Context: an optimization exercise on an open-source flow, tuned for small area, a short achievable clock period and few clock cycles per item. The choices shown serve that exercise and are no tape-out recipe. Function was checked by simulation only, so behaviour that the tests miss may differ from the original. Power and IR drop assume default switching activity.

// ymodem_rx_unit
module ymodem_rx_unit (
    input  wire        clk,
    input  wire        rst,           
    input  wire        cmd_valid,
    output wire        cmd_ready,
    input  wire [15:0] cmd,
    output reg         res_valid,
    output reg  [1:0]  res_st,        
    output reg  [31:0] res_val,
    output reg  [1:0]  res_tx_n,      
    output reg  [7:0]  res_tx0,
    output reg  [7:0]  res_tx1,
    output reg  [1:0]  res_ev_n,      
    output reg  [2:0]  res_ev0,
    output reg  [2:0]  res_ev1,
    output reg  [3:0]  res_ev_code,   
    output reg         res_pay        
);
Size in the first run: ~150 flip-flops, roughly 86 I/O pins, ~0.0066 mm2 of cells after synthesis.
Settings: LEC_CHECK=0, CAP_MARGIN=20, CORE_MARGIN=2, CORE_UTILIZATION=40, SLEW_MARGIN=20, BUFFER_PORTS_ARGS=-buffer_cell sky130_fd_sc_hd__buf_2, ABC_CLOCK_PERIOD_IN_PS=2000, SETUP_SLACK_MARGIN=2.0, CTS_ARGS=-sink_clustering_enable -repair_clock_nets -buf_list {sky130_fd_sc_hd__clkbuf_4 sky130_fd_sc_hd__clkbuf_8} -dont_use_dummy_load; clock period 4.0 ns.
standard.sh (not shown) runs the stock make flow with config.mk's settings and CLKGATE_MAP_FILE= SYNTH_SCRIPT=/design/flow/synth_recipe.tcl, a recipe that flattens the netlist after the stock synthesis.
==> flow/flow/run.sh <==
#!/bin/bash
# The standard layout (standard.sh, its synthesis unchanged in its registers),
# with the extra ORFS settings of flow/extra.mk appended to config.mk.
set -o pipefail
cat flow/extra.mk >> config.mk
bash standard.sh > standard.log 2>&1
==> flow/flow/extra.mk <==
export BUFFER_PORTS_ARGS = -buffer_cell sky130_fd_sc_hd__buf_2
export DONT_USE_CELLS += sky130_fd_sc_hd__or4_1 sky130_fd_sc_hd__or4_2 sky130_fd_sc_hd__or4_4 sky130_fd_sc_hd__or4b_1 sky130_fd_sc_hd__or4b_2 sky130_fd_sc_hd__or4b_4 sky130_fd_sc_hd__or4bb_1 sky130_fd_sc_hd__or4bb_2 sky130_fd_sc_hd__or4bb_4 sky130_fd_sc_hd__nor4_1 sky130_fd_sc_hd__nor4_2 sky130_fd_sc_hd__nor4_4 sky130_fd_sc_hd__nor4b_1 sky130_fd_sc_hd__nor4b_2 sky130_fd_sc_hd__nor4b_4 sky130_fd_sc_hd__nor4bb_1 sky130_fd_sc_hd__nor4bb_2 sky130_fd_sc_hd__nor4bb_4 sky130_fd_sc_hd__or3_1 sky130_fd_sc_hd__or3_2 sky130_fd_sc_hd__or3_4 sky130_fd_sc_hd__or3b_1 sky130_fd_sc_hd__or3b_2 sky130_fd_sc_hd__or3b_4 sky130_fd_sc_hd__a2111oi_0 sky130_fd_sc_hd__a2111oi_1 sky130_fd_sc_hd__a2111oi_2 sky130_fd_sc_hd__a2111oi_4 sky130_fd_sc_hd__a2111o_1 sky130_fd_sc_hd__a2111o_2 sky130_fd_sc_hd__a2111o_4 sky130_fd_sc_hd__clkdlybuf4s50_1 sky130_fd_sc_hd__clkdlybuf4s50_2
export ABC_CLOCK_PERIOD_IN_PS = 2000
export SETUP_SLACK_MARGIN = 2.0
export CTS_ARGS = -sink_clustering_enable -repair_clock_nets -buf_list {sky130_fd_sc_hd__clkbuf_4 sky130_fd_sc_hd__clkbuf_8} -dont_use_dummy_load
Testbench counts at the start, summed over its fixed seeds: cycles 41,589, commands 41,581.
Edit:
==> flow/flow/run.sh (replaced) <==
#!/bin/bash
# The standard layout (standard.sh), with two changes:
#  - the extra ORFS settings of flow/extra.mk are appended to config.mk;
#  - synthesis is the standard flow's synthesis script with ABC's mapping script replaced
#    by flow/abc_area.script (an area-oriented mapping); only the combinational
#    mapping changes, the registers are those of the standard synthesis.
set -o pipefail
cat flow/extra.mk >> config.mk
{
  head -n 1 synth_recipe.tcl
  cat <<EOT
proc abc {args} {
  set i [lsearch -exact \$args -script]
  if {\$i >= 0} { lset args [expr {\$i + 1}] $PWD/flow/abc_area.script }
  yosys abc {*}\$args
}
EOT
  tail -n +2 synth_recipe.tcl
} > flow_synth.tcl
sed "s|SYNTH_SCRIPT=[^ ]*|SYNTH_SCRIPT=$PWD/flow_synth.tcl|" standard.sh > flow_standard.sh
bash flow_standard.sh > standard.log 2>&1
==> flow/flow/abc_area.script (new file) <==
strash
&get -n
&st
&dch
&nf -a
&put
topo
stime -c
==> flow/flow/extra.mk (replaced) <==
export BUFFER_PORTS_ARGS = -buffer_cell sky130_fd_sc_hd__buf_2
export DONT_USE_CELLS += sky130_fd_sc_hd__or4_1 sky130_fd_sc_hd__or4_2 sky130_fd_sc_hd__or4_4 sky130_fd_sc_hd__or4b_1 sky130_fd_sc_hd__or4b_2 sky130_fd_sc_hd__or4b_4 sky130_fd_sc_hd__or4bb_1 sky130_fd_sc_hd__or4bb_2 sky130_fd_sc_hd__or4bb_4 sky130_fd_sc_hd__nor4_1 sky130_fd_sc_hd__nor4_2 sky130_fd_sc_hd__nor4_4 sky130_fd_sc_hd__nor4b_1 sky130_fd_sc_hd__nor4b_2 sky130_fd_sc_hd__nor4b_4 sky130_fd_sc_hd__nor4bb_1 sky130_fd_sc_hd__nor4bb_2 sky130_fd_sc_hd__nor4bb_4 sky130_fd_sc_hd__or3_1 sky130_fd_sc_hd__or3_2 sky130_fd_sc_hd__or3_4 sky130_fd_sc_hd__or3b_1 sky130_fd_sc_hd__or3b_2 sky130_fd_sc_hd__or3b_4 sky130_fd_sc_hd__a2111oi_0 sky130_fd_sc_hd__a2111oi_1 sky130_fd_sc_hd__a2111oi_2 sky130_fd_sc_hd__a2111oi_4 sky130_fd_sc_hd__a2111o_1 sky130_fd_sc_hd__a2111o_2 sky130_fd_sc_hd__a2111o_4 sky130_fd_sc_hd__clkdlybuf4s50_1 sky130_fd_sc_hd__clkdlybuf4s50_2
export ABC_CLOCK_PERIOD_IN_PS = 2000
export SETUP_SLACK_MARGIN = 2.4
export CTS_ARGS = -sink_clustering_enable -repair_clock_nets -root_buf sky130_fd_sc_hd__clkbuf_16 -buf_list {sky130_fd_sc_hd__clkbuf_8} -dont_use_dummy_load
export ABC_AREA = 1
--- a/flow/config.mk
+++ b/flow/config.mk
@@ -13,4 +13,5 @@
 export DONT_USE_CELLS += sky130_fd_sc_hd__or4_1 sky130_fd_sc_hd__or4_2 sky130_fd_sc_hd__or4_4 sky130_fd_sc_hd__or4b_1 sky130_fd_sc_hd__or4b_2 sky130_fd_sc_hd__or4b_4 sky130_fd_sc_hd__or4bb_1 sky130_fd_sc_hd__or4bb_2 sky130_fd_sc_hd__or4bb_4 sky130_fd_sc_hd__nor4_1 sky130_fd_sc_hd__nor4_2 sky130_fd_sc_hd__nor4_4 sky130_fd_sc_hd__nor4b_1 sky130_fd_sc_hd__nor4b_2 sky130_fd_sc_hd__nor4b_4 sky130_fd_sc_hd__nor4bb_1 sky130_fd_sc_hd__nor4bb_2 sky130_fd_sc_hd__nor4bb_4 sky130_fd_sc_hd__or3_1 sky130_fd_sc_hd__or3_2 sky130_fd_sc_hd__or3_4 sky130_fd_sc_hd__or3b_1 sky130_fd_sc_hd__or3b_2 sky130_fd_sc_hd__or3b_4 sky130_fd_sc_hd__a2111oi_0 sky130_fd_sc_hd__a2111oi_1 sky130_fd_sc_hd__a2111oi_2 sky130_fd_sc_hd__a2111oi_4 sky130_fd_sc_hd__a2111o_1 sky130_fd_sc_hd__a2111o_2 sky130_fd_sc_hd__a2111o_4 sky130_fd_sc_hd__clkdlybuf4s50_1 sky130_fd_sc_hd__clkdlybuf4s50_2
 export ABC_CLOCK_PERIOD_IN_PS = 2000
-export SETUP_SLACK_MARGIN = 2.0
-export CTS_ARGS = -sink_clustering_enable -repair_clock_nets -buf_list {sky130_fd_sc_hd__clkbuf_4 sky130_fd_sc_hd__clkbuf_8} -dont_use_dummy_load
+export SETUP_SLACK_MARGIN = 2.4
+export CTS_ARGS = -sink_clustering_enable -repair_clock_nets -root_buf sky130_fd_sc_hd__clkbuf_16 -buf_list {sky130_fd_sc_hd__clkbuf_8} -dont_use_dummy_load
+export ABC_AREA = 1
Effect:
- The new run completed without violations
- hold slack gets worse by 22 ps
- clock-buffer cell count does not change
- routed wire length falls by 2.5%
- cell count drops by 3.3%
- core utilization went up by 5.6 points
- clock power climbs by about 2%
Edit:
==> flow/flow/extra.mk (replaced) <==
export BUFFER_PORTS_ARGS = -buffer_cell sky130_fd_sc_hd__buf_2
export DONT_USE_CELLS += sky130_fd_sc_hd__or4_1 sky130_fd_sc_hd__or4_2 sky130_fd_sc_hd__or4_4 sky130_fd_sc_hd__or4b_1 sky130_fd_sc_hd__or4b_2 sky130_fd_sc_hd__or4b_4 sky130_fd_sc_hd__or4bb_1 sky130_fd_sc_hd__or4bb_2 sky130_fd_sc_hd__or4bb_4 sky130_fd_sc_hd__nor4_1 sky130_fd_sc_hd__nor4_2 sky130_fd_sc_hd__nor4_4 sky130_fd_sc_hd__nor4b_1 sky130_fd_sc_hd__nor4b_2 sky130_fd_sc_hd__nor4b_4 sky130_fd_sc_hd__nor4bb_1 sky130_fd_sc_hd__nor4bb_2 sky130_fd_sc_hd__nor4bb_4 sky130_fd_sc_hd__or3_1 sky130_fd_sc_hd__or3_2 sky130_fd_sc_hd__or3_4 sky130_fd_sc_hd__or3b_1 sky130_fd_sc_hd__or3b_2 sky130_fd_sc_hd__or3b_4 sky130_fd_sc_hd__a2111oi_0 sky130_fd_sc_hd__a2111oi_1 sky130_fd_sc_hd__a2111oi_2 sky130_fd_sc_hd__a2111oi_4 sky130_fd_sc_hd__a2111o_1 sky130_fd_sc_hd__a2111o_2 sky130_fd_sc_hd__a2111o_4 sky130_fd_sc_hd__clkdlybuf4s50_1 sky130_fd_sc_hd__clkdlybuf4s50_2
export ABC_CLOCK_PERIOD_IN_PS = 2000
export SETUP_SLACK_MARGIN = 2.25
export CTS_ARGS = -sink_clustering_enable -repair_clock_nets -root_buf sky130_fd_sc_hd__clkbuf_16 -buf_list {sky130_fd_sc_hd__clkbuf_8} -dont_use_dummy_load
export ABC_AREA = 1
--- a/flow/config.mk
+++ b/flow/config.mk
@@ -13,5 +13,5 @@
 export DONT_USE_CELLS += sky130_fd_sc_hd__or4_1 sky130_fd_sc_hd__or4_2 sky130_fd_sc_hd__or4_4 sky130_fd_sc_hd__or4b_1 sky130_fd_sc_hd__or4b_2 sky130_fd_sc_hd__or4b_4 sky130_fd_sc_hd__or4bb_1 sky130_fd_sc_hd__or4bb_2 sky130_fd_sc_hd__or4bb_4 sky130_fd_sc_hd__nor4_1 sky130_fd_sc_hd__nor4_2 sky130_fd_sc_hd__nor4_4 sky130_fd_sc_hd__nor4b_1 sky130_fd_sc_hd__nor4b_2 sky130_fd_sc_hd__nor4b_4 sky130_fd_sc_hd__nor4bb_1 sky130_fd_sc_hd__nor4bb_2 sky130_fd_sc_hd__nor4bb_4 sky130_fd_sc_hd__or3_1 sky130_fd_sc_hd__or3_2 sky130_fd_sc_hd__or3_4 sky130_fd_sc_hd__or3b_1 sky130_fd_sc_hd__or3b_2 sky130_fd_sc_hd__or3b_4 sky130_fd_sc_hd__a2111oi_0 sky130_fd_sc_hd__a2111oi_1 sky130_fd_sc_hd__a2111oi_2 sky130_fd_sc_hd__a2111oi_4 sky130_fd_sc_hd__a2111o_1 sky130_fd_sc_hd__a2111o_2 sky130_fd_sc_hd__a2111o_4 sky130_fd_sc_hd__clkdlybuf4s50_1 sky130_fd_sc_hd__clkdlybuf4s50_2
 export ABC_CLOCK_PERIOD_IN_PS = 2000
-export SETUP_SLACK_MARGIN = 2.4
+export SETUP_SLACK_MARGIN = 2.25
 export CTS_ARGS = -sink_clustering_enable -repair_clock_nets -root_buf sky130_fd_sc_hd__clkbuf_16 -buf_list {sky130_fd_sc_hd__clkbuf_8} -dont_use_dummy_load
 export ABC_AREA = 1
Hold slack improves by 6.7 ps.
Routed wire length came out lower by 3.6%.
Final area came out lower by 6.1%.
Maximum frequency came out lower by 0.32%.
Sequential cell count stays the same.
Die area stays the same.
Edit:
==> flow/flow/run.sh (replaced) <==
#!/bin/bash
# The standard layout (standard.sh, its synthesis unchanged in its registers),
# with the extra ORFS settings of flow/extra.mk appended to config.mk.
set -o pipefail
cat flow/extra.mk >> config.mk
bash standard.sh > standard.log 2>&1
--- a/flow/flow/extra.mk
+++ b/flow/flow/extra.mk
@@ -3,4 +3,3 @@
 export ABC_CLOCK_PERIOD_IN_PS = 2000
 export SETUP_SLACK_MARGIN = 2.25
-export CTS_ARGS = -sink_clustering_enable -repair_clock_nets -root_buf sky130_fd_sc_hd__clkbuf_16 -buf_list {sky130_fd_sc_hd__clkbuf_8} -dont_use_dummy_load
-export ABC_AREA = 1
+export CTS_ARGS = -sink_clustering_enable -repair_clock_nets -buf_list {sky130_fd_sc_hd__clkbuf_4 sky130_fd_sc_hd__clkbuf_8} -dont_use_dummy_load
--- a/flow/config.mk
+++ b/flow/config.mk
@@ -8,5 +8,5 @@
 export CAP_MARGIN = 20
 export CORE_MARGIN = 2
-export CORE_UTILIZATION = 40
+export CORE_UTILIZATION = 65
 export SLEW_MARGIN = 20
 export BUFFER_PORTS_ARGS = -buffer_cell sky130_fd_sc_hd__buf_2
@@ -14,4 +14,3 @@
 export ABC_CLOCK_PERIOD_IN_PS = 2000
 export SETUP_SLACK_MARGIN = 2.25
-export CTS_ARGS = -sink_clustering_enable -repair_clock_nets -root_buf sky130_fd_sc_hd__clkbuf_16 -buf_list {sky130_fd_sc_hd__clkbuf_8} -dont_use_dummy_load
-export ABC_AREA = 1
+export CTS_ARGS = -sink_clustering_enable -repair_clock_nets -buf_list {sky130_fd_sc_hd__clkbuf_4 sky130_fd_sc_hd__clkbuf_8} -dont_use_dummy_load
removed: flow/flow/abc_area.script
Outcome: The changed run finished with timing, DRC and antenna clean. Sequential share of layout area is lower by 1.6 points. Utilization rises by 28 points. Design area goes up by about 3.5%. Die area came out lower by about 32%. Synthesized cell count went up by about 7%. Setup slack degrades by 6.5 ps. Final cell count fell by 4.4%. Wire length is higher by about 9%. Area after synthesis rises by 8.3%.
Edit:
--- a/flow/config.mk
+++ b/flow/config.mk
@@ -8,5 +8,5 @@
 export CAP_MARGIN = 20
 export CORE_MARGIN = 2
-export CORE_UTILIZATION = 65
+export CORE_UTILIZATION = 40
 export SLEW_MARGIN = 20
 export BUFFER_PORTS_ARGS = -buffer_cell sky130_fd_sc_hd__buf_2
The new run completed without violations; core utilization goes down by 29 points; global-route usage decreases by 9.9 points; die area grows by 60%; worst hold slack got worse by 7.1 ps; count of clock-buffer cells in the layout does not change; via count went down by 3.5%.

[port drivers added, routing unchanged]
The results above use ideal ports. As a check the final layouts listed here were re-extracted and re-timed, cells and wires unchanged.
Step 1 sets driving cells, clkbuf_16 on the clock port and buf_2 on the other inputs (assumed; they add their load-dependent delay and slew).
Step 2, shift: input delay + t, output delay - t, t = (earliest + latest rising clock arrival at the registers) / 2. This alone moves slack from input paths to output paths.
a / b / c = ideal ports / drivers / drivers and shift; a / b = the first two.
run	t, ns	setup slack, ns	slew at the worst register clock pin (ns)
the first run	0.474	2.106 / 2.106 / 1.724	0.09 / 0.09
the second run	0.404	2.296 / 2.296 / 1.891	0.08 / 0.08
the third run	0.406	2.291 / 2.293 / 1.886	0.08 / 0.08
the fourth run	0.471	2.284 / 2.273 / 1.864	0.09 / 0.09
the fifth run	0.485	2.293 / 2.256 / 1.839	0.08 / 0.08
After both steps every run listed still meets setup and hold. The setup slack of the fifth run, which loses most, moves by -0.037 ns with the drivers and by -0.454 ns with both steps.
